Context: an optimization exercise on an open-source flow, tuned for small area. The choices shown serve that exercise and are no tape-out recipe.
RTL that was checked went through simulation tests only; none was proved equivalent to the original.
No functional check of the RTL was part of run 3.
Power and IR drop assume default switching activity.

File: flow/config.mk
export PLATFORM = sky130hd
export DESIGN_NAME = dxl_framer
export DESIGN_NICKNAME = dxl_framer
export VERILOG_FILES = /design/flow/design.v
export SDC_FILE = /design/flow/constraint.sdc
export NUM_CORES = 4
export LEC_CHECK = 0
export CAP_MARGIN = 20
export CORE_MARGIN = 2
export CORE_UTILIZATION = 72
export SLEW_MARGIN = 20
File: flow/constraint.sdc
create_clock -name core_clock -period 10.0 [get_ports {clk}]
set_input_delay 2.0000 -clock core_clock [delete_from_list [all_inputs] [get_ports {clk}]]
set_output_delay 2.0000 -clock core_clock [all_outputs]
set_load 0.01 [all_outputs]
File: flow/design.v
module dxl_or12 (
    input  wire [11:0] sel,
    input  wire [11:0] d,
    output wire        y
);
  wire [11:0] t  = sel & d;
  wire        g0 = t[0] | t[1] | t[2];
  wire        g1 = t[3] | t[4] | t[5];
  wire        g2 = t[6] | t[7] | t[8];
  wire        g3 = t[9] | t[10] | t[11];
  assign y = (g0 | g1) | (g2 | g3);
endmodule
module dxl_framer (
    input  wire        clk,
    input  wire        rst,
    input  wire        tick,
    input  wire        start,
    input  wire        open_ok,
    input  wire        acc_valid,
    input  wire [31:0] acc_data,
    input  wire        vel_valid,
    input  wire [31:0] vel_data,
    input  wire        pos_valid,
    input  wire [31:0] pos_data,
    output wire        tx_valid,
    output reg  [7:0]  tx_data,
    output wire        tx_last,
    input  wire        tx_ready,
    input  wire        tx_done,
    input  wire        tx_fail,
    output wire        configured,
    output wire        halted,
    output wire        busy,
    output wire        rpt_valid,
    output wire [1:0]  rpt_code,
    output wire [2:0]  rpt_step
);
  localparam [7:0] DRIVE_MODE_VALUE     = 8'h00;
  localparam [7:0] OPERATING_MODE_VALUE = 8'h04;
  reg        c_q, b_q, h_q;
  reg  [1:0] k;         
  reg        snd;       
  reg        wt;        
  reg  [6:0] cnt;       
  reg        pend;
  reg        rpt;
  reg [31:0] xa, xv, xp;    
  reg [31:0] sa, sv, sp;    
  reg  [2:0] z;             
  reg  [2:0] sz;            
  reg [15:0] crc;
  assign configured = c_q;
  assign busy       = b_q;
  assign halted     = h_q;
  assign rpt_valid  = rpt;
  assign rpt_code   = h_q ? {snd, ~snd} : 2'd3;
  assign rpt_step   = {1'b0, k};
  wire       any  = acc_valid | vel_valid | pos_valid;
  wire       idle = c_q & ~b_q;
  wire       go   = idle & (pend | any);
  wire [2:0] bitc    = cnt[2:0];
  wire [3:0] bytec   = cnt[6:3];
  wire       bit7    = (bitc == 3'd7);
  wire       sending = b_q & snd;
  wire       silent  = ~c_q & (bytec[3:2] == 2'b11 ? ~bytec[1] : (bytec == 4'd11));
  wire       is_crc  = (bytec[3:1] == 3'b111);
  wire       is_last = is_crc & bytec[0];
  wire       offer   = sending & ~wt & bit7 & ~silent;
  wire       take    = offer & tx_ready;
  wire       answer  = sending & tx_done;
  wire       snap = b_q & c_q & snd & (k == 2'd0) & (cnt == 7'd0);
  assign tx_valid = offer;
  assign tx_last  = is_last;
  wire       pay_on = c_q & ((bytec[3:2] == 2'b10) ? bytec[1] : (bytec[3:1] == 3'b110));
  wire [1:0] j      = {~bytec[1], bytec[0]};    
  wire [2:0] kon    = {(k == 2'd2) & ~sz[2], (k == 2'd1) & ~sz[1], (k == 2'd0) & ~sz[0]};
  wire [3:0]  jon = {4{pay_on}} & {j == 2'd3, j == 2'd2, j == 2'd1, j == 2'd0};
  wire [11:0] sel = {{4{kon[2]}} & jon, {4{kon[1]}} & jon, {4{kon[0]}} & jon};
  wire [7:0]  pay;
  genvar gi;
  generate
    for (gi = 0; gi < 8; gi = gi + 1) begin : g_pay
      dxl_or12 u_or12 (
        .sel(sel),
        .d({sp[24+gi], sp[16+gi], sp[8+gi], sp[gi],
            sv[24+gi], sv[16+gi], sv[8+gi], sv[gi],
            sa[24+gi], sa[16+gi], sa[8+gi], sa[gi]}),
        .y(pay[gi]));
    end
  endgenerate
  reg [7:0] hdr;
  always @(*) begin
    case (bytec)
      4'd0, 4'd1: hdr = 8'hFF;
      4'd2:       hdr = 8'hFD;
      4'd5:       hdr = c_q ? 8'h09 : 8'h06;
      4'd7:       hdr = 8'h03;
      4'd8:
        case ({c_q, k})
          3'b000, 3'b011: hdr = 8'h40;
          3'b001:  hdr = 8'h0A;
          3'b010:  hdr = 8'h0B;
          3'b100:  hdr = 8'h6C;
          3'b101:  hdr = 8'h70;
          default: hdr = 8'h74;
        endcase
      4'd10:
        case ({c_q, k})
          3'b001:  hdr = DRIVE_MODE_VALUE;
          3'b010:  hdr = OPERATING_MODE_VALUE;
          3'b011:  hdr = 8'h01;
          default: hdr = 8'h00;
        endcase
      default:    hdr = 8'h00;
    endcase
  end
  always @(*)
    tx_data = hdr | pay
                  | ({8{bytec == 4'd14}} & crc[7:0])
                  | ({8{bytec == 4'd15}} & crc[15:8]);
  wire        dbit   = tx_data[~bitc];
  wire        fb     = crc[15] ^ dbit;
  wire [15:0] crc_sh = {crc[14:0], 1'b0} ^ (fb ? 16'h8005 : 16'h0000);
  wire        crc_en = sending & ~wt & ~is_crc & ~silent & (~bit7 | tx_ready);
  wire       settled = cnt[0] & cnt[2] & (c_q ? cnt[4] : (cnt[5] & cnt[6]));
  always @(posedge clk) begin
    if (!sending)
      crc <= 16'h0000;
    else if (crc_en)
      crc <= crc_sh;
    if (acc_valid) xa <= acc_data;
    if (vel_valid) xv <= vel_data;
    if (pos_valid) xp <= pos_data;
    if (snap) begin
      sa <= xa;
      sv <= xv;
      sp <= xp;
      sz <= z;
    end
    if (rst) begin
      c_q  <= 1'b0;
      b_q  <= 1'b0;
      h_q  <= 1'b0;
      k    <= 2'd0;
      snd  <= 1'b0;
      rpt  <= 1'b0;
      pend <= 1'b0;
      z    <= 3'b111;
    end else begin
      z    <= z & ~{pos_valid, vel_valid, acc_valid};
      pend <= ~idle & (pend | any);
      rpt  <= 1'b0;
      if (~c_q & ~b_q & ~h_q) begin
        if (start) begin
          if (open_ok) begin
            b_q <= 1'b1;
            snd <= 1'b1;
            wt  <= 1'b0;
            cnt <= 7'd0;
          end else begin
            h_q <= 1'b1;
            rpt <= 1'b1;
          end
        end
      end else if (go) begin
        b_q <= 1'b1;
        k   <= 2'd0;
        snd <= 1'b1;
        wt  <= 1'b0;
        cnt <= 7'd0;
      end else if (b_q) begin
        if (snd) begin
          if (answer) begin
            if (tx_fail & ~c_q) begin
              b_q <= 1'b0;
              h_q <= 1'b1;
              rpt <= 1'b1;
            end else begin
              rpt <= tx_fail;
              snd <= 1'b0;
              cnt <= 7'd0;
            end
          end else if (take & is_last) begin
            wt <= 1'b1;
          end else if (~bit7 | take | silent) begin
            cnt <= cnt + 7'd1;
          end
        end else if (settled) begin
          if (k == (c_q ? 2'd2 : 2'd3)) begin
            b_q <= 1'b0;
            c_q <= 1'b1;
          end else begin
            k   <= k + 2'd1;
            snd <= 1'b1;
            wt  <= 1'b0;
            cnt <= 7'd0;
          end
        end else if (tick) begin
          cnt <= cnt + 7'd1;
        end
      end
    end
  end
endmodule
File: flow/flow/run.sh
#!/bin/bash
# Own layout flow:
#  3. the standard layout (standard.sh) of that netlist, with buf_1
#     port buffers and a clock tree of small clusters of clkbuf_4.
# Each tool's output is in its own log file in this folder.
set -euo pipefail
W=$(pwd)
P=$FLOW_PLATFORM

bash standard.sh synth > synth_ref.log 2>&1
mv orfs orfs_ref
cp orfs_ref/results/$P/dxl_framer/base/1_2_yosys.v ref_synth.v

ffs() { grep -E '^\s*sky130_fd_sc_hd__\S*df\S*\s' "$1" | awk '{print $1, $2}' | sort; }
area() { grep 'Chip area' "$1" | tail -1 | awk '{print $NF}'; }

NETLIST=$W/ref_synth.v
BEST=$(area orfs_ref/reports/$P/dxl_framer/base/synth_stat.txt)
echo "reference: $BEST" > netlist_choice.log
for S in flow/abc_*.abc; do
  for MODE in flat hier; do
    N=$(basename $S .abc)_$MODE
    EXTRA=""
    [ $MODE = hier ] && EXTRA="SYNTH_HIERARCHICAL=1 SYNTH_MINIMUM_KEEP_SIZE=0"
    if MY_ABC_SCRIPT=$W/$S make -C "$FLOW_HOME" DESIGN_CONFIG=$W/config.mk \
        WORK_HOME=$W/orfs_syn_$N CLKGATE_MAP_FILE= SYNTH_SCRIPT=$W/flow/my_synth.tcl \
        $EXTRA synth > synth_$N.log 2>&1 \
      && python3 flow/match_ffs.py ref_synth.v \
        orfs_syn_$N/results/$P/dxl_framer/base/1_2_yosys.v synth_$N.v > match_$N.log 2>&1 \
      && cmp -s <(ffs ref_synth.v) <(ffs synth_$N.v); then
      # the whole design's area: the last "Chip area" line of the report
      A=$(area orfs_syn_$N/reports/$P/dxl_framer/base/synth_stat.txt)
      echo "$N: $A" >> netlist_choice.log
      if awk -v a="$A" -v b="$BEST" 'BEGIN { exit !(a < b) }'; then
        BEST=$A; NETLIST=$W/synth_$N.v
      fi
    else
      echo "$N: not used (synthesis failed or flip-flops differ)" >> netlist_choice.log
    fi
  done
done
echo "using $NETLIST ($BEST)" >> netlist_choice.log

export SYNTH_NETLIST_FILES=$NETLIST
export BUFFER_PORTS_ARGS="-buffer_cell sky130_fd_sc_hd__buf_1"
export CTS_ARGS="-sink_clustering_enable -repair_clock_nets -buf_list sky130_fd_sc_hd__clkbuf_4 -sink_clustering_size 10 -sink_clustering_max_diameter 40 -dont_use_dummy_load"
bash standard.sh > standard_flow.log 2>&1
File: flow/flow/abc_a.abc
&get -n
&st
&dch
&nf -R 1000
&put
strash
dch -f
map -a
&get -n
&st
&dch
&nf -R 1000
&put
File: flow/flow/abc_f.abc
&get -n
&st
&deepsyn -T 20
&nf -R 1000
&put
File: flow/flow/abc_g.abc
&get -n
&st
&deepsyn -T 60
&nf -R 1000
&put
File: flow/flow/match_ffs.py
"""Give the flip-flops of a netlist the instance names of the reference
netlist's flip-flops that hold the same register.

usage: match_ffs.py REF.v CAND.v OUT.v

Yosys names a flip-flop after its register plus a suffix for the kind of
flip-flop it inferred (for example \\cnt[0]$_SDFFCE_PN0P_); the suffix can
differ between two syntheses of the same RTL (the polarity Yosys chose for a
reset or enable). Each flip-flop of CAND is paired with the one flip-flop of
REF of the same cell type and register name (the part before the first $),
and renamed to it. Exits non-zero, writing nothing, unless the pairing is
one-to-one.
"""
import re
import sys

ref, cand, out = sys.argv[1:4]
FF = re.compile(r'^(\s*)(sky130_fd_sc_hd__\S*df\S*)(\s+)(\S+)(\s*\()', re.M)


def ffs(text):
    return [(m.group(2), m.group(4)) for m in FF.finditer(text)]


def base(name):
    return name.split('$')[0]


rtext = open(ref).read()
ctext = open(cand).read()
rffs = ffs(rtext)
cffs = ffs(ctext)
if len(rffs) != len(cffs):
    sys.exit('flip-flop counts differ: %d %d' % (len(rffs), len(cffs)))

by_key = {}
for cell, name in rffs:
    by_key.setdefault((cell, base(name)), []).append(name)

rename = {}
for cell, name in cffs:
    names = by_key.get((cell, base(name)), [])
    if len(names) != 1:
        sys.exit('no unique partner for %s %s' % (cell, name))
    rename[name] = names[0]
if sorted(rename.values()) != sorted(n for _, n in rffs):
    sys.exit('pairing is not one-to-one')


def sub(m):
    return m.group(1) + m.group(2) + m.group(3) + rename[m.group(4)] + m.group(5)


otext = FF.sub(sub, ctext)
if sorted(ffs(otext)) != sorted(rffs):
    sys.exit('renamed flip-flops do not match the reference')
open(out, 'w').write(otext)
n = sum(1 for k, v in rename.items() if k != v)
print('renamed %d of %d flip-flops' % (n, len(rename)))
File: flow/flow/my_synth.tcl
# synth_recipe.tcl (the standard synthesis) with one change: ABC maps the
# logic with the script named by MY_ABC_SCRIPT instead of ORFS's abc_speed.
trace add variable ::abc_script write {apply {{n1 n2 op} { set ::abc_script $::env(MY_ABC_SCRIPT) }}}
proc synth {args} { yosys synth -nofsm -noshare {*}$args }
source $::env(SCRIPTS_DIR)/synth.tcl
# left out here: clear keep_hierarchy, flatten, clean up, hide names made inside functions, write 1_2_yosys.v
File: flow/standard.sh
#!/bin/bash
# synth_recipe.tcl (not shown) runs the flow's synth.tcl, then flattens the netlist and writes it again
# the make line also repeats each setting of config.mk as NAME=value (left out here)
make -C /OpenROAD-flow-scripts/flow DESIGN_CONFIG=/design/flow/config.mk WORK_HOME=/design/flow/orfs CLKGATE_MAP_FILE= SYNTH_SCRIPT=/design/flow/synth_recipe.tcl "${@:-finish}"
==> results of run 1 <==
-- per-stage QoR --
step / total power [W] / hold WS, ps / std cells / util, %
floorplan: 0.00114 / 400 / 461 / -
detailed placement: 0.00118 / 405 / 728 / 80.5
global placement: 0.00117 / 401 / 728 / 80.5
global route: 0.00160 / 381 / 757 / 82.5
CTS: 0.00156 / 377 / 757 / 82.5
finish: 0.00155 / 374 / 757 / 82.5
-- layout make-up --
| class | count | area (sq um) |
|---|---|---|
| Timing Repair Buffer | 128 | 503 |
| Fill cell | 557 | 1910 |
| Inverter | 18 | 67.6 |
| Sequential cell | 230 | 6640 |
| Clock buffer | 29 | 218 |
| Tap cell | 140 | 175 |
| Multi-Input combinational cell | 212 | 1420 |
-- final timing paths --
check                   endpoint                 start  depth (start not counted)
min             sp[23]$_DFFE_PP_      xp[23]$_DFFE_PP_                          0
max reg2reg  crc[2]$_SDFFE_PN0P_  cnt[4]$_SDFFCE_PN0P_                         14
max                   tx_data[0]  cnt[4]$_SDFFCE_PN0P_                         10
min reg2reg     sp[23]$_DFFE_PP_      xp[23]$_DFFE_PP_                          0
-- routing by layer --
metal / vias to the layer above / track usage, %
li1: 2212 / -
met1: 2339 / 38.9
met2: 316 / 45.5
met3: 44 / 4.76
met4: 0 / 10.2
met5: - / 0
-- state kept, by name, indices dropped and copies added, names as in the netlist --
register  count
snd           1
pend          1
wt            1
z             3
crc          16
sv           32
xp           32
xa           32
xv           32
sz            3
sa           32
c_q           1
h_q           1
rpt           1
cnt           7
sp           32
k             2
b_q           1
-- worst max-delay path: stages (launching register included) --
cell and delay, ps:
edfxtp_1 490, clkinv_1 210, or3_1 490, nor2_1 660
a222oi_1 250, nand4_1 190, a31oi_1 50, o311ai_0 150
a21oi_1 80, nand2_1 120, buf_1 160
-- power groups by stage --
stage	registers [W]	logic [W]	clock network [W]
after floorplan	0.00112	0.0000212	0
after global placement	0.00112	0.0000525	0
after detailed placement	0.00112	0.0000546	0
after CTS	0.00110	0.0000550	0.000402
after global routing	0.00111	0.0000618	0.000431
final	0.00110	0.0000551	0.000397
==> summary.txt, run 1 <==
- Slew @ Worst Pin: between 1000 and 1500 ps
- Htree depth: 1
- Share of cells above drive strength 1: about 6.0%
- Crit Path Max Fanout: 8
- Placed cell area: between 8000 and 9000 sq um
- Maximum clock frequency: roughly 0.18 GHz
- Power per cell area: 172 nW/um^2
- TritonCTS Buffers: 29
- # resized after CTS: 0
- Final Critical Period: 5490 ps
- Unrepaired setup endpoints after global routing: false
- Largest net degree at the start of global routing: 100
- Starting Density: about three quarters
- CTS clk-pin slew, worst paths: roughly 110 ps
- Clock power share: 25.5%
- Comb power frac: under 10%
- First drt pass iteration count: 6
- Clock Path Buffers: 3
- Core Area: 10900 sq um
- Setup Fix Bufs, Post-CTS: 0
- Leakage power: 2.93 nW
- Fin Clk Skew: about 56 ps
- Leading cell types in the layout, fill and taps excluded: edfxtp_1, buf_1, nor2_1, a222oi_1, clkbuf_4
- Routed WL: about 16000 um
- N_diodes: 0
- # clock sinks: between 200 and 250
- DR vias: 4911
- Mapped Cells: 461
- Initial antenna violation count: 0
- # DRC: 0
- Remaining Overflow, GRT: 0
- Met3 Routed Length: between 1000 and 1500 um
- Die W: 110 um
- Internal: between 0.001 and 0.0015 W
- Crit path capture type: output port
- CTS Root Cell: clkbuf_4
- Hold crit path type: flip-flop to flip-flop
- Register-to-Register Setup Slack: just over 6000 ps
- Worst slack, placed: around 5100 ps
- Req. time, crit path: 8000 ps
- Hold Buf Count CTS: 0
- Area grow syn2layout: 11.0%
- Io pins: roughly 130
- Layout Nets: approximately 730
- Routed len/inst: 21.5 um
- Worst Slack Setup Final: roughly 4500 ps
- Setup TNS: 0 ps
- Startpoint class of the critical path: flip-flop
- Row cnt: 38
- Sw power: 0.000315 W
- Flop pwr share: between 70% and 80%
- WP data arrival: 3490 ps
- Global-route wire length before repair: around 25000 um
- 1st-iter DRT viols: 699
- Global-route usage over all layers: 27.9%
- Highest metal used: met4
- Switch share: 20.3%
- Design Area, Final: roughly 9000 sq um
- Final hold vios: 0
- Commonest non-fill, non-tap cell in the layout: edfxtp_1
- Met2 WL post-DR: 8090 um
- Max-slew violations: 0
- Setup violations, final: 0
- Outcome: no timing/DRC/antenna violations
- Period utilisation layout: a little over half
- Via/cell ratio: 6.49
- GPL Wtd Cong: ~0.96
- Max-cap violations: 0
- Worst setup path category: flip-flop to output port
- Avg Cell Area, Syn: 17.6 sq um
- Syn nets: around 580
- Wl on met1: slightly above 6000 um
- Slew headroom: between 30% and 40%
- ANT nets after route: 0
- Clock Latency Late Sink: around 640 ps
- Port bufs: roughly 120
- Die area: approximately 12000 sq um
- Post-Syn Area: 8130 sq um
- Dpl hpwl: around 11000 um
- CTS tree: done
- Yosys warns: 0
- Peak supply drop: roughly 0.16 mV
- Die H: 110 um
- Vias in the first global route: between 4000 and 5000
==> run 2, diff against run 1 <==
--- a/flow/design.v
+++ b/flow/design.v
@@ -9,6 +9,15 @@
   wire        g2 = t[6] | t[7] | t[8];
   wire        g3 = t[9] | t[10] | t[11];
   assign y = (g0 | g1) | (g2 | g3);
+endmodule
+module dxl_cnt_next (
+    input  wire       inc,
+    input  wire       hold,
+    input  wire [6:0] cnt,
+    output wire [6:0] d
+);
+  wire [6:0] cnt1 = cnt + 7'd1;
+  assign d = ({7{inc}} & cnt1) | ({7{hold}} & cnt);
 endmodule
 module dxl_framer (
     input  wire        clk,
@@ -123,7 +132,13 @@
   wire [15:0] crc_sh = {crc[14:0], 1'b0} ^ (fb ? 16'h8005 : 16'h0000);
   wire        crc_en = sending & ~wt & ~is_crc & ~silent & (~bit7 | tx_ready);
   wire       settled = cnt[0] & cnt[2] & (c_q ? cnt[4] : (cnt[5] & cnt[6]));
+  wire       cnt_clr = (~c_q & ~b_q & ~h_q & start & open_ok) | go
+                     | (b_q & snd & answer) | (b_q & ~snd & settled);
+  wire       cnt_inc = ~cnt_clr & b_q & (snd ? (~(take & is_last) & (~bit7 | take | silent)) : tick);
+  wire [6:0] cnt_d;
+  dxl_cnt_next u_cnt_next (.inc(cnt_inc), .hold(~cnt_clr & ~cnt_inc), .cnt(cnt), .d(cnt_d));
   always @(posedge clk) begin
+    cnt <= cnt_d;
     if (!sending)
       crc <= 16'h0000;
     else if (crc_en)
@@ -156,7 +171,6 @@
             b_q <= 1'b1;
             snd <= 1'b1;
             wt  <= 1'b0;
-            cnt <= 7'd0;
           end else begin
             h_q <= 1'b1;
             rpt <= 1'b1;
@@ -167,7 +181,6 @@
         k   <= 2'd0;
         snd <= 1'b1;
         wt  <= 1'b0;
-        cnt <= 7'd0;
       end else if (b_q) begin
         if (snd) begin
           if (answer) begin
@@ -178,12 +191,9 @@
             end else begin
               rpt <= tx_fail;
               snd <= 1'b0;
-              cnt <= 7'd0;
             end
           end else if (take & is_last) begin
             wt <= 1'b1;
-          end else if (~bit7 | take | silent) begin
-            cnt <= cnt + 7'd1;
           end
         end else if (settled) begin
           if (k == (c_q ? 2'd2 : 2'd3)) begin
@@ -193,10 +203,7 @@
             k   <= k + 2'd1;
             snd <= 1'b1;
             wt  <= 1'b0;
-            cnt <= 7'd0;
           end
-        end else if (tick) begin
-          cnt <= cnt + 7'd1;
         end
       end
     end
==> run 2 against run 1 <==
Flip-flop and latch count unchanged; sequential power about the same; critical path type unchanged; clock power decreased by 3%.
==> summary.txt, run 2 <==
- Fin util: 82.2% (was 82.5%)
- Setup violations, final: 0 (unchanged)
- N_diodes: 0 (unchanged)
- Die H: 110 um (about the same)
- Unrepaired setup endpoints after global routing: false (unchanged)
- Period utilisation layout: 56.2% (was 54.9%)
- Post-Syn Area: 8070 sq um (was 8130 sq um)
- Met3 Routed Length: 1450 um (was 1480 um)
- Register-to-Register Setup Slack: 6150 ps (was 6190 ps)
- Hold Buf Count CTS: 0 (unchanged)
- Vias in the first global route: 4538 (was 4684)
- Die area: 12100 sq um (was 12200 sq um)
- Req. time, crit path: 8000 ps (about the same)
- Slowest cell on crit path: a2111oi_0 (was nor2_1)
- ANT nets after route: 0 (unchanged)
- DR vias: 4859 (was 4911)
- Layout Nets: 734 (was 733)
- Setup TNS: 0 ps (unchanged)
- Outcome: no timing/DRC/antenna violations (unchanged)
- Startpoint class of the critical path: flip-flop (unchanged)
- 1st-iter DRT viols: 787 (was 699)
- # DRC: 0 (unchanged)
- Slew @ Worst Pin: 1030 ps (was 1020 ps)
- CTS tree: done (unchanged)
- Via/cell ratio: 6.39 (was 6.49)
- Setup Fix Bufs, Post-CTS: 0 (unchanged)
- Max-slew violations: 0 (unchanged)
- # clock sinks: 230 (unchanged)
- Routed WL: 15600 um (was 16200 um)
- Dpl hpwl: 11100 um (about the same)
- Clock Path Buffers: 3 (unchanged)
- Crit Path Max Fanout: 8 (unchanged)
- Io pins: 126 (unchanged)
- Power per cell area: 172 nW/um^2 (about the same)
- Area grow syn2layout: 10.9% (was 11.0%)
- Largest net degree at the start of global routing: 64 (was 100)
- First drt pass iteration count: 5 (was 6)
- Crit path capture type: output port (unchanged)
- Global-route usage over all layers: 26.6% (was 27.9%)
- Share of cells above drive strength 1: 5.81% (was 6.00%)
- Hold crit path type: flip-flop to flip-flop (unchanged)
- Final Critical Period: 5620 ps (was 5490 ps)
- Die W: 110 um (about the same)
- Yosys warns: 0 (unchanged)
- Commonest non-fill, non-tap cell in the layout: edfxtp_1 (unchanged)
- Highest metal used: met4 (unchanged)
- Worst setup path category: flip-flop to output port (unchanged)
- CTS Root Cell: clkbuf_4 (unchanged)
- Slew headroom: 29.7% (was 32.0%)
- GPL Wtd Cong: 0.881 (was 0.963)
- Syn nets: 577 (was 575)
- Final hold vios: 0 (unchanged)
- Avg Cell Area, Syn: 17.3 sq um (was 17.6 sq um)
- Core Area: 10900 sq um (about the same)
- Global-route wire length before repair: 23200 um (was 24600 um)
- Row cnt: 38 (unchanged)
- Peak supply drop: 0.146 mV (was 0.157 mV)
- Fin Clk Skew: 63.8 ps (was 55.8 ps)
- Filler Cells Inserted: 567 (was 557)
- Crit-path cells: clkinv_1, ha_1, nand3b_1, nor2_1, a222oi_1, nand4_1, a2111oi_0, nand2_1, buf_1 (was clkinv_1, or3_1, nor2_1, a222oi_1, nand4_1, a31oi_1, o311ai_0, a21oi_1, nand2_1, buf_1)
- Leakage power: 2.84 nW (was 2.93 nW)
- Wl on met1: 5870 um (was 6190 um)
- Max-cap violations: 0 (unchanged)
- Htree depth: 1 (unchanged)
- Clock Latency Late Sink: 640 ps (about the same)
- Power Total: 0.00154 W (was 0.00155 W)
- TritonCTS Buffers: 28 (was 29)
- Remaining Overflow, GRT: 0 (unchanged)
- Max incr delay on CP: 700 ps (was 660 ps)
- CTS clk-pin slew, worst paths: 90 ps (was 110 ps)
- WP data arrival: 3620 ps (was 3490 ps)
- Maximum clock frequency: 0.178 GHz (was 0.182 GHz)
- Top delay family on crit path: compound AO/OA/AOI/OAI gates (was simple AND/OR/NAND/NOR gates)
- Crit path buf inv count: 2 (unchanged)
- Routed len/inst: 20.5 um (was 21.5 um)
- # resized after CTS: 0 (unchanged)
- Mapped Cells: 465 (was 461)
- Leading cell types in the layout, fill and taps excluded: edfxtp_1, buf_1, nor2_1, dfxtp_1, a222oi_1 (was edfxtp_1, buf_1, nor2_1, a222oi_1, clkbuf_4)
- Port bufs: 124 (unchanged)
- Initial antenna violation count: 0 (unchanged)
- Starting Density: 74.1% (was 74.3%)
- Met2 WL post-DR: 7830 um (was 8090 um)
-- run 2: changes by cell type in the layout (fill, tap and decap cells not counted), moves of 7 or more --
| cell | before | now |
|---|---|---|
| clkinv_1 | 18 | 11 |
| a21oi_1 | 10 | 18 |
| dfxtp_1 | 27 | 34 |
| edfxtp_1 | 203 | 196 |
-- run 2: power breakdown --
group	total [W]	internal, W	switching, W
combinational	0.0000520	0.0000219	0.0000301
clock	0.000385	0.000128	0.000256
sequential	0.00110	0.00108	0.0000182
total	0.00154	0.00123	0.000305
-- run 2: stage by stage --
step                      instance area, sq um  setup WS (ps)  hold slack [ps]  instances
after floorplan                           8070           5910              400        465
after global placement                    8730           5240              401        731
after detailed placement                  8730           5080              405        731
after CTS                                 8940           4420              419        759
after global routing                      8950           4170              421        760
final                                     8950           4380              412        760
-- run 2: routing by layer --
layer  vias up  track usage, %
li1       2231               -
met1      2285            34.4
met2       305            44.2
met3        38            6.22
met4         0            10.1
met5         -               0
-- run 2: area by class of cell --
type | count | area (sq um) | area share [%]
Multi-Input combinational cell | 223 | 1460 | 16.3
Timing Repair Buffer | 128 | 497 | 5.55
Sequential cell | 230 | 6570 | 73.4
Inverter | 11 | 41.3 | 0.461
Clock buffer | 28 | 210 | 2.35
Tap cell | 140 | 175 | 1.96
-- run 2: final timing paths --
check | startpoint | endpoint | cells past startpoint
min | xv[26]$_DFFE_PP_ | sv[26]$_DFFE_PP_ | 0
min reg2reg | xv[26]$_DFFE_PP_ | sv[26]$_DFFE_PP_ | 0
max reg2reg | k[0]$_SDFFE_PP0P_ | crc[15]$_SDFFE_PN0P_ | 12
max | k[0]$_SDFFE_PP0P_ | tx_data[0] | 9
==> run 3, diff against run 2 <==
--- a/flow/design.v
+++ b/flow/design.v
@@ -123,11 +123,12 @@
       default:    hdr = 8'h00;
     endcase
   end
+  wire [7:0] hp = hdr | pay;
   always @(*)
-    tx_data = hdr | pay
+    tx_data = hp
                   | ({8{bytec == 4'd14}} & crc[7:0])
                   | ({8{bytec == 4'd15}} & crc[15:8]);
-  wire        dbit   = tx_data[~bitc];
+  wire        dbit   = hp[~bitc];    
   wire        fb     = crc[15] ^ dbit;
   wire [15:0] crc_sh = {crc[14:0], 1'b0} ^ (fb ? 16'h8005 : 16'h0000);
   wire        crc_en = sending & ~wt & ~is_crc & ~silent & (~bit7 | tx_ready);
==> run 3 against run 2 <==
Clock power is 1% higher; routed wire length is 1.9% higher; worst hold slack worse by 35 ps; clock skew is 31 ps higher; non-clock buffer count stayed put; global-route usage is 0.47 points higher; fmax is 4.4% higher; still clean; core utilization is 0.34 points higher; flip-flop and latch count stayed put.
==> summary.txt, run 3 <==
- Outcome: no timing/DRC/antenna violations (unchanged)
- # DRC: 0 (unchanged)
- Core Area: 10900 sq um (unchanged)
- Syn nets: 575 (was 577)
- Req. time, crit path: 8000 ps (about the same)
- DR vias: 4850 (was 4859)
- Slew headroom: 33.1% (was 29.7%)
- Peak supply drop: 0.146 mV (about the same)
- Row cnt: 38 (unchanged)
- CTS clk-pin slew, worst paths: 100 ps (was 90 ps)
- Max-cap violations: 0 (unchanged)
- Switch share: 19.7% (was 19.8%)
- TritonCTS Buffers: 29 (was 28)
- Setup violations, final: 0 (unchanged)
- Storage element area: 6570 sq um (unchanged)
- WHS Endpoint: sv[16]$_DFFE_PP_ (was sv[26]$_DFFE_PP_)
- Crit path capture type: output port (unchanged)
- N_diodes: 0 (unchanged)
- Remaining Overflow, GRT: 0 (unchanged)
- Register-to-Register Setup Slack: 6260 ps (was 6150 ps)
- Worst r2r src: cnt[4]$_DFF_P_ (was k[0]$_SDFFE_PP0P_)
- Flop pwr share: 71.7% (was 71.6%)
- Final Critical Period: 5380 ps (was 5620 ps)
- Fin Clk Skew: 94.6 ps (was 63.8 ps)
- Leading cell types in the layout, fill and taps excluded: edfxtp_1, buf_1, nor2_1, dfxtp_1, a222oi_1 (unchanged)
- Global-route usage over all layers: 27.0% (was 26.6%)
- Power per cell area: 171 nW/um^2 (was 172 nW/um^2)
- Die area: 12100 sq um (about the same)
- Non-Filler Instances: 759 (was 760)
- Clock Path Buffers: 3 (unchanged)
- Comb power frac: 2.9% (was 3.4%)
- Area of the multi-input gates: 1490 sq um (was 1460 sq um)
- Leakage power: 2.87 nW (was 2.84 nW)
- Worst setup path category: flip-flop to output port (unchanged)
- 1st-iter DRT viols: 854 (was 787)
- Post-Syn Area: 8090 sq um (was 8070 sq um)
- Routed len/inst: 21.0 um (was 20.5 um)
- GR Layer Usage met1: 36.1% (was 34.4%)
- Maximum clock frequency: 0.186 GHz (was 0.178 GHz)
- CTS tree: done (unchanged)
- Share of cells above drive strength 1: 5.98% (was 5.81%)
- Vias in the first global route: 4583 (was 4538)
- Avg Cell Area, Syn: 17.5 sq um (was 17.3 sq um)
- Largest net degree at the start of global routing: 100 (was 64)
- Slew @ Worst Pin: 1000 ps (was 1030 ps)
- Setup TNS: 0 ps (unchanged)
- # clock sinks: 230 (unchanged)
- Clock power share: 25.4% (was 25.0%)
- Die W: 110 um (about the same)
- Reg2Reg Capture Point: crc[15]$_SDFFE_PP0P_ (was crc[15]$_SDFFE_PN0P_)
- Starting Density: 74.3% (was 74.1%)
- Filler Cells Inserted: 571 (was 567)
- Startpoint class of the critical path: flip-flop (unchanged)
- Mapped Cells: 463 (was 465)
- Hold depth: 0 (unchanged)
- Max-slew violations: 0 (unchanged)
- GRT busiest layer: met2 (unchanged)
- Layout Nets: 733 (was 734)
- GR Util met3: 5.94% (was 6.22%)
- Worst Hold Launch: xv[16]$_DFFE_PP_ (was xv[26]$_DFFE_PP_)
- Initial antenna violation count: 0 (unchanged)
- Dpl hpwl: 11300 um (was 11100 um)
- Area grow syn2layout: 11.0% (was 10.9%)
- Hold Buf Count CTS: 0 (unchanged)
- Port bufs: 124 (unchanged)
- WP data arrival: 3380 ps (was 3620 ps)
- Internal: 0.00123 W (about the same)
- Yosys warns: 0 (unchanged)
- Routed WL: 15900 um (was 15600 um)
- ANT nets after route: 0 (unchanged)
- Hold crit path type: flip-flop to flip-flop (unchanged)
- Htree depth: 1 (unchanged)
- CTS Root Cell: clkbuf_4 (unchanged)
- Period utilisation layout: 53.8% (was 56.2%)
- First drt pass iteration count: 7 (was 5)
- Global-route wire length before repair: 23600 um (was 23200 um)
- Io pins: 126 (unchanged)
- Met2 global-route usage: 44.6% (was 44.2%)
- Post-Place Cells: 730 (was 731)
- Final hold vios: 0 (unchanged)
- Die H: 110 um (about the same)
- # resized after CTS: 0 (unchanged)
- GPL Wtd Cong: 0.969 (was 0.881)
- Clock Latency Late Sink: 650 ps (was 640 ps)
- Via/cell ratio: 6.39 (about the same)
- Setup Fix Bufs, Post-CTS: 0 (unchanged)
- Reg2Reg Depth: 13 (was 12)
- Sw power: 0.000302 W (was 0.000305 W)
- Unrepaired setup endpoints after global routing: false (unchanged)
- Commonest non-fill, non-tap cell in the layout: edfxtp_1 (unchanged)
- Crit Path Max Fanout: 8 (unchanged)
[run 3: final cells by class]
| type | count | share of cell area [%] |
|---|---|---|
| flip-flops and latches | 230 | 73.1 |
| multi-input cells | 222 | 16.5 |
| repair buffers | 128 | 5.60 |
| clock buffers | 29 | 2.42 |
| well taps | 140 | 1.95 |
| inverters | 10 | 0.418 |
[run 3: power groups by stage]
stage	Sequential (W)	Clock (W)	Combinational [W]
floorplan	0.00111	0	0.0000148
global placement	0.00112	0	0.0000419
detailed placement	0.00112	0	0.0000441
CTS	0.00110	0.000403	0.0000442
global route	0.00110	0.000432	0.0000501
finish	0.00110	0.000390	0.0000440
[run 3: worst max-delay path, stage by stage, from the launching register on]
cell	delay (ps)
dfxtp_1	480
clkinv_1	150
ha_1	270
nand2b_1	160
nor2_1	190
a222oi_1	460
nand4_1	180
a311oi_1	230
o2111ai_1	220
a221o_1	310
buf_1	130
[run 3: how the worst max path moves through the flow]
stage | from | to | slack [ps] | cells after the start
2_1_floorplan | c_q$_SDFFE_PP0P_ | sa[0]$_DFFE_PP_ | 1520 | 3
3_3_place_gp | k[0]$_SDFFE_PP0P_ | tx_data[3] | 5380 | 10
3_5_place_dp | k[0]$_SDFFE_PP0P_ | tx_data[3] | 5290 | 10
4_1_cts | k[0]$_SDFFE_PP0P_ | tx_data[3] | 4630 | 10
5_1_grt | k[0]$_SDFFE_PP0P_ | tx_data[2] | 4340 | 10
6_report | k[0]$_SDFFE_PP0P_ | tx_data[2] | 4620 | 10
[run 3: metal layers]
layer	up-vias	part of all wire [%]
met2	296	51
met1	2302	38
met5	-	0
li1	2222	-
met4	0	2.4
met3	30	9.2
[run 3: stage by stage]
stage	util, %	cell area [sq um]	total power [W]	hold WS, ps	setup slack [ps]
2_1_floorplan	-	8090	0.00113	400	1520
3_3_place_gp	80.5	8760	0.00116	401	5380
3_5_place_dp	80.5	8760	0.00117	405	5290
4_1_cts	82.5	8980	0.00155	377	4630
5_1_grt	82.5	8980	0.00159	381	4340
6_report	82.5	8980	0.00153	377	4620
==> run 4, diff against run 3 <==
--- a/flow/design.v
+++ b/flow/design.v
@@ -123,12 +123,11 @@
       default:    hdr = 8'h00;
     endcase
   end
-  wire [7:0] hp = hdr | pay;
   always @(*)
-    tx_data = hp
+    tx_data = hdr | pay
                   | ({8{bytec == 4'd14}} & crc[7:0])
                   | ({8{bytec == 4'd15}} & crc[15:8]);
-  wire        dbit   = hp[~bitc];    
+  wire        dbit   = tx_data[~bitc];
   wire        fb     = crc[15] ^ dbit;
   wire [15:0] crc_sh = {crc[14:0], 1'b0} ^ (fb ? 16'h8005 : 16'h0000);
   wire        crc_en = sending & ~wt & ~is_crc & ~silent & (~bit7 | tx_ready);
--- a/flow/flow/run.sh
+++ b/flow/flow/run.sh
@@ -43,5 +43,5 @@
 
 export SYNTH_NETLIST_FILES=$NETLIST
 export BUFFER_PORTS_ARGS="-buffer_cell sky130_fd_sc_hd__buf_1"
-export CTS_ARGS="-sink_clustering_enable -repair_clock_nets -buf_list sky130_fd_sc_hd__clkbuf_4 -sink_clustering_size 10 -sink_clustering_max_diameter 40 -dont_use_dummy_load"
+export CTS_ARGS="-sink_clustering_enable -repair_clock_nets -buf_list sky130_fd_sc_hd__clkbuf_4 -sink_clustering_size 12 -sink_clustering_max_diameter 40 -dont_use_dummy_load"
 bash standard.sh > standard_flow.log 2>&1
==> run 4 against run 3 <==
Fmax decreased by 5.1%; sequential power about the same; sequential share of layout area increased by 0.53 points; largest power group unchanged; global-route usage decreased by 0.51 points; critical path type unchanged.
==> summary.txt, run 4 <==
- Outcome: no timing/DRC/antenna violations (unchanged)
- Io pins: 126 (unchanged)
- Yosys warns: 0 (unchanged)
- Die H: 110 um (about the same)
- # DRC: 0 (unchanged)
- First drt pass iteration count: 7 (unchanged)
- Peak supply drop: 0.178 mV (was 0.146 mV)
- Layout Nets: 730 (was 733)
- Switch share: 19.7% (about the same)
- Max incr delay on CP: 690 ps (was 480 ps)
- Remaining Overflow, GRT: 0 (unchanged)
- Clock Latency Late Sink: 610 ps (was 650 ps)
- Avg Cell Area, Syn: 17.3 sq um (was 17.5 sq um)
- CTS clk-pin slew, worst paths: 110 ps (was 100 ps)
- Area grow syn2layout: 10.6% (was 11.0%)
- Clock Path Buffers: 3 (unchanged)
- Starting Density: 74.1% (was 74.3%)
- Dpl hpwl: 11100 um (was 11300 um)
- Power Total: 0.00152 W (was 0.00153 W)
- # resized after CTS: 0 (unchanged)
- Syn nets: 577 (was 575)
- DR vias: 4841 (was 4850)
- GR Util met3: 5.63% (was 5.94%)
- Leakage power: 2.82 nW (was 2.87 nW)
- Top delay family on crit path: compound AO/OA/AOI/OAI gates (unchanged)
- Mapped Cells: 465 (was 463)
- Share of cells above drive strength 1: 5.19% (was 5.98%)
- Via/cell ratio: 6.40 (was 6.39)
- Worst setup path category: flip-flop to output port (unchanged)
- ANT nets after route: 0 (unchanged)
- Leading cell types in the layout, fill and taps excluded: edfxtp_1, buf_1, nor2_1, dfxtp_1, a222oi_1 (unchanged)
- 1st-iter DRT viols: 774 (was 854)
- Period utilisation layout: 56.8% (was 53.8%)
- Routed WL: 15600 um (was 15900 um)
- Core Area: 10900 sq um (unchanged)
- Final Critical Period: 5680 ps (was 5380 ps)
- Startpoint class of the critical path: flip-flop (unchanged)
- Slew headroom: 25.4% (was 33.1%)
- Hold crit path type: flip-flop to flip-flop (unchanged)
- Max-slew violations: 0 (unchanged)
- Hold Buf Count CTS: 0 (unchanged)
- Max-cap violations: 0 (unchanged)
- Commonest non-fill, non-tap cell in the layout: edfxtp_1 (unchanged)
- GRT busiest layer: met2 (unchanged)
- Crit path buf inv count: 2 (unchanged)
- Htree depth: 1 (unchanged)
- Flop pwr share: 72.4% (was 71.7%)
- CTS Root Cell: clkbuf_4 (unchanged)
- TritonCTS Buffers: 25 (was 29)
- Setup TNS: 0 ps (unchanged)
- Setup violations, final: 0 (unchanged)
- Met2 global-route usage: 44.1% (was 44.6%)
- N_diodes: 0 (unchanged)
- WP data arrival: 3680 ps (was 3380 ps)
- Largest net degree at the start of global routing: 64 (was 100)
- Slowest cell on crit path: a2111oi_0 (was dfxtp_1)
- Sw power: 0.000300 W (was 0.000302 W)
- Clock power share: 24.1% (was 25.4%)
- Maximum clock frequency: 0.176 GHz (was 0.186 GHz)
- Fin Clk Skew: 42.4 ps (was 94.6 ps)
- Power per cell area: 170 nW/um^2 (was 171 nW/um^2)
- # clock sinks: 230 (unchanged)
- Slew @ Worst Pin: 1110 ps (was 1000 ps)
- Internal: 0.00122 W (was 0.00123 W)
- Port bufs: 124 (unchanged)
- Post-Syn Area: 8070 sq um (was 8090 sq um)
- Crit path capture type: output port (unchanged)
- Row cnt: 38 (unchanged)
- CTS tree: done (unchanged)
- Vias in the first global route: 4480 (was 4583)
- GPL Wtd Cong: 0.881 (was 0.969)
- Final hold vios: 0 (unchanged)
- Die area: 12100 sq um (about the same)
- Routed len/inst: 20.6 um (was 21.0 um)
- Global-route wire length before repair: 23100 um (was 23600 um)
- Req. time, crit path: 8000 ps (about the same)
- Crit-path cells: clkinv_1, ha_1, nand3b_1, nor2_1, a222oi_1, nand4_1, a2111oi_0, nand2_1, buf_1 (was clkinv_1, ha_1, nand2b_1, nor2_1, a222oi_1, nand4_1, a311oi_1, o2111ai_1, a221o_1, buf_1)
- Unrepaired setup endpoints after global routing: false (unchanged)
- Global-route usage over all layers: 26.5% (was 27.0%)
- Comb power frac: 3.4% (was 2.9%)
- Crit Path Max Fanout: 8 (unchanged)
- Initial antenna violation count: 0 (unchanged)
- Setup Fix Bufs, Post-CTS: 0 (unchanged)
- Die W: 110 um (about the same)
- GR Layer Usage met1: 35.3% (was 36.1%)
==> run 4: changes by cell type in the layout (fill, tap and decap cells not counted), moves of 4 or more <==
cell,change
a21oi_1,+5
o21ai_0,+4
nor3_1,+4
a221oi_1,+4
a221o_1,-5
nand2b_1,-4
clkbuf_4,-4
==> run 4: metal layers <==
metal,wire [um],part of all wire [%]
met1,5860,38
met4,449,2.9
met2,7740,50
met5,0,0
met3,1520,9.8
==> run 4: worst paths after layout <==
check                          from              endpoint  slack, ps  cells after the start
setup / recovery  k[0]$_SDFFE_PP0P_            tx_data[0]       4320                      9
hold / removal     xa[31]$_DFFE_PP_      sa[31]$_DFFE_PP_        400                      0
setup reg to reg  k[0]$_SDFFE_PP0P_  crc[15]$_SDFFE_PN0P_       6120                     12
hold reg to reg    xa[31]$_DFFE_PP_      sa[31]$_DFFE_PP_        400                      0
==> run 4: stage by stage <==
step	area (sq um)	setup WS, ps	instances	hold WS, ps	util, %
6_report	8920	4320	756	396	81.9
5_1_grt	8920	4140	756	408	81.9
4_1_cts	8920	4410	756	398	81.9
3_5_place_dp	8730	5080	731	405	80.2
3_3_place_gp	8730	5240	731	401	80.2
2_1_floorplan	8070	5910	465	400	-
==> run 4: layout make-up <==
cell class	count	area (sq um)
timing repair buffer	127	492
inverter	11	41.3
fill	572	1970
sequential	230	6570
clock buffer	25	188
tap	140	175
multi-input combinational	223	1460
==> run 4: power by group through the flow <==
stage	logic, W	clock network (W)	registers (W)
floorplan	0.0000217	0	0.00111
global placement	0.0000496	0	0.00112
detailed placement	0.0000520	0	0.00112
CTS	0.0000520	0.000375	0.00110
global route	0.0000585	0.000406	0.00110
finish	0.0000520	0.000367	0.00110

==> separate check: timing with driven ports <==
No port has a modelled driver above. Below, the same layouts with a new extraction and two added sets of constraints. Step 1 (the two cells are an assumption about what drives the block):
set clk [get_ports {clk}]
set_driving_cell -lib_cell sky130_fd_sc_hd__clkbuf_16 $clk
set_driving_cell -lib_cell sky130_fd_sc_hd__buf_2 [delete_from_list [all_inputs] $clk]
Step 2 moves the port delays by t, midway between the first and last clock arrival at a register: inputs arrive t later, outputs are due t later. That takes back most of the time a late clock gives input paths. a / b / c = ideal ports / drivers / drivers and shift; a / b = the first two.
| run | shift t [ns] | setup WS [ns] | latest minus earliest clock arrival (ns) | worst slew at a driven data input, ns |
|---|---|---|---|---|
| run 1 | 0.645 | 4.513 / 4.480 / 5.072 | 0.055 / 0.056 | 0.05 |
| run 2 | 0.635 | 4.380 / 4.348 / 4.983 | 0.065 / 0.065 | 0.04 |
| run 3 | 0.635 | 4.616 / 4.582 / 5.217 | 0.095 / 0.095 | 0.04 |
| run 4 | 0.626 | 4.324 / 4.290 / 4.916 | 0.043 / 0.042 | 0.04 |
After both steps every run listed still meets setup and hold.
